This design comes from an exercise in tuning for small area, a short achievable clock period and few clock cycles per item on the open sky130 flow, not from production work. Only simulation tests tie the RTL to the original design; equivalence was not proved. Power and IR drop assume default switching activity.

Setup of main:
## nmea_core
module nmea_core (
    input  wire       clk,
    input  wire       rst,
    input  wire       in_valid,
    output reg        in_ready,
    input  wire [9:0] in_beat,
    output reg        out_valid,
    input  wire       out_ready,
    output reg  [9:0] out_beat
);
==> flow/config.mk <==
export PLATFORM = sky130hd
export DESIGN_NAME = nmea_core
export DESIGN_NICKNAME = nmea_core
export VERILOG_FILES = /design/flow/design.v
export SDC_FILE = /design/flow/constraint.sdc
export NUM_CORES = 4
export LEC_CHECK = 0
export ABC_AREA = 1
export CAP_MARGIN = 20
export CORE_MARGIN = 2
export CORE_UTILIZATION = 40
export CTS_BUF_LIST = sky130_fd_sc_hd__clkbuf_16
export CTS_CLUSTER_DIAMETER = 80
export CTS_CLUSTER_SIZE = 30
export PLACE_DENSITY = 0.6
export SETUP_SLACK_MARGIN = 5.0
export SLEW_MARGIN = 20
==> flow/constraint.sdc <==
create_clock -name core_clock -period 8.0 [get_ports {clk}]
set_input_delay 1.6000 -clock core_clock [delete_from_list [all_inputs] [get_ports {clk}]]
set_output_delay 1.6000 -clock core_clock [all_outputs]
set_load 0.01 [all_outputs]
run.sh (not shown) runs the stock make flow with config.mk's settings and CLKGATE_MAP_FILE= SYNTH_SCRIPT=/design/flow/synth_recipe.tcl, a recipe that flattens the netlist after the stock synthesis.
Every stage of the flow completed for main, and the final layout passed the timing, design-rule and antenna checks.
Testbench counts of main, summed over its fixed seeds: cycles 146,334, bytes 145,071.
Inputs modified between main and the feature branch:
diff --git a/flow/design.v b/flow/design.v
--- a/flow/design.v
+++ b/flow/design.v
@@ -162,19 +162,22 @@
     wire       hd_eos  = q_any && (q_e[0] != 4'd0);
     wire       hd_msg  = q_any && !hd_eos && !q_m;
     wire       hd_done = q_any && !hd_eos && q_m && (q_f0[0] == q_f1[0]);
     wire       hd_fld  = q_any && !hd_eos && q_m && !hd_done && (R == q_f0[0]);
     wire       tl_eos  = !q_any && (eos_tail != 4'd0);
     wire       st2_job = e_job && c_ok;
     wire       deq     = hd_done && !st2_job;
     wire       emit    = can_out && (hd_msg || hd_fld || hd_eos || tl_eos);
     wire       tail_dec = can_out && tl_eos;
-    wire [3:0] eos_tail_dec = eos_tail - {3'd0, tail_dec};
+    wire [3:0] eos_tail_m1  = eos_tail - 4'd1;
+    wire [3:0] eos_tail_dec = tail_dec ? eos_tail_m1 : eos_tail;
+    wire [3:0] eos_tail_nx  = e_eos ? (tail_dec ? eos_tail : eos_tail + 4'd1)
+                                    : eos_tail_dec;
     integer k;
     always @(posedge clk) begin
         W <= inc(W);
         R <= inc(R);
         if (rst) begin
             W <= 8'd0;
             R <= N - 1 - D;
         end
         if (rst) begin
@@ -393,19 +396,19 @@
                 for (k = 0; k < Q; k = k + 1)
                     if (qc == k) begin
                         q_t[k]  <= {m[3] | m[2], m[3] | m[1]};
                         q_f0[k] <= fc_a;
                         q_f1[k] <= star_a;
                         q_e[k]  <= eos_tail_dec;
                     end
                 eos_tail <= {3'd0, e_eos};
             end else begin
-                eos_tail <= eos_tail_dec + {3'd0, e_eos};
+                eos_tail <= eos_tail_nx;
             end
             qc <= qc + {2'd0, st2_job} - {2'd0, deq};
             rb_ok <= !rwd && ((!q_any && !coming) ||
                               (wpu ? (inc(W) != bound) : in_range(inc(W), wp, bound)));
             if (emit) begin
                 out_valid <= 1'b1;
                 out_beat  <= hd_msg ? {2'b10, 6'd0, q_t[0]} :
                              hd_fld ? {2'b00, ring_r} : 10'h300;
             end else if (out_ready) begin
[summary]
The feature branch vs. main: leakage power total roughly the same, count of inverters other than clock inverters in the layout saw an increase, synthesized cell count higher, overall die area was more or less identical. Diff main -> the feature branch: detailed-route wire length grew by about 1.5%, global router's overall resource usage has increased, worst slack on hold paths has increased. Comparing main with the feature branch, the fmax came out essentially unchanged. Area occupied by multi-input gates ended up about 0.5% lower on the feature branch than on main. main and the feature branch all finish clean. There was hardly any difference in share of total power in the clock network between the feature branch and main. Compared with main, in the feature branch via count was more or less identical; total power consumption of the routed design went down by 1.9%; layout overhead on the synthesized area went down by 0.39 points; final period utilization was more or less identical.
Testbench counts of the feature branch, summed over its fixed seeds: cycles 146,334, bytes 145,071.

[static timing again, ports no longer ideal]
In the flow no input, the clock included, has a driving cell. The finished layouts below were timed again as built, in two steps.
Step 1 (the two cells are an assumption about what drives the block):
set clk [get_ports {clk}]
set_driving_cell -lib_cell sky130_fd_sc_hd__clkbuf_16 $clk
set_driving_cell -lib_cell sky130_fd_sc_hd__buf_2 [delete_from_list [all_inputs] $clk]
Step 2 moves the port delays by t, midway between the first and last clock arrival at a register: inputs arrive t later, outputs are due t later. That takes back most of the time a late clock gives input paths.
Three values: no drivers, after step 1, after step 2; two values: the first two.
run	t (ns)	slack for setup (ns)	cell pins on the clock port's net
main	0.709	5.068 / 5.023 / 4.399	1
the feature branch	0.732	5.067 / 5.006 / 4.371	1
After both steps setup and hold are still met in every run listed. For the feature branch, which loses most, drivers alone change the setup slack by -0.061 ns; drivers and shift together by -0.696 ns.
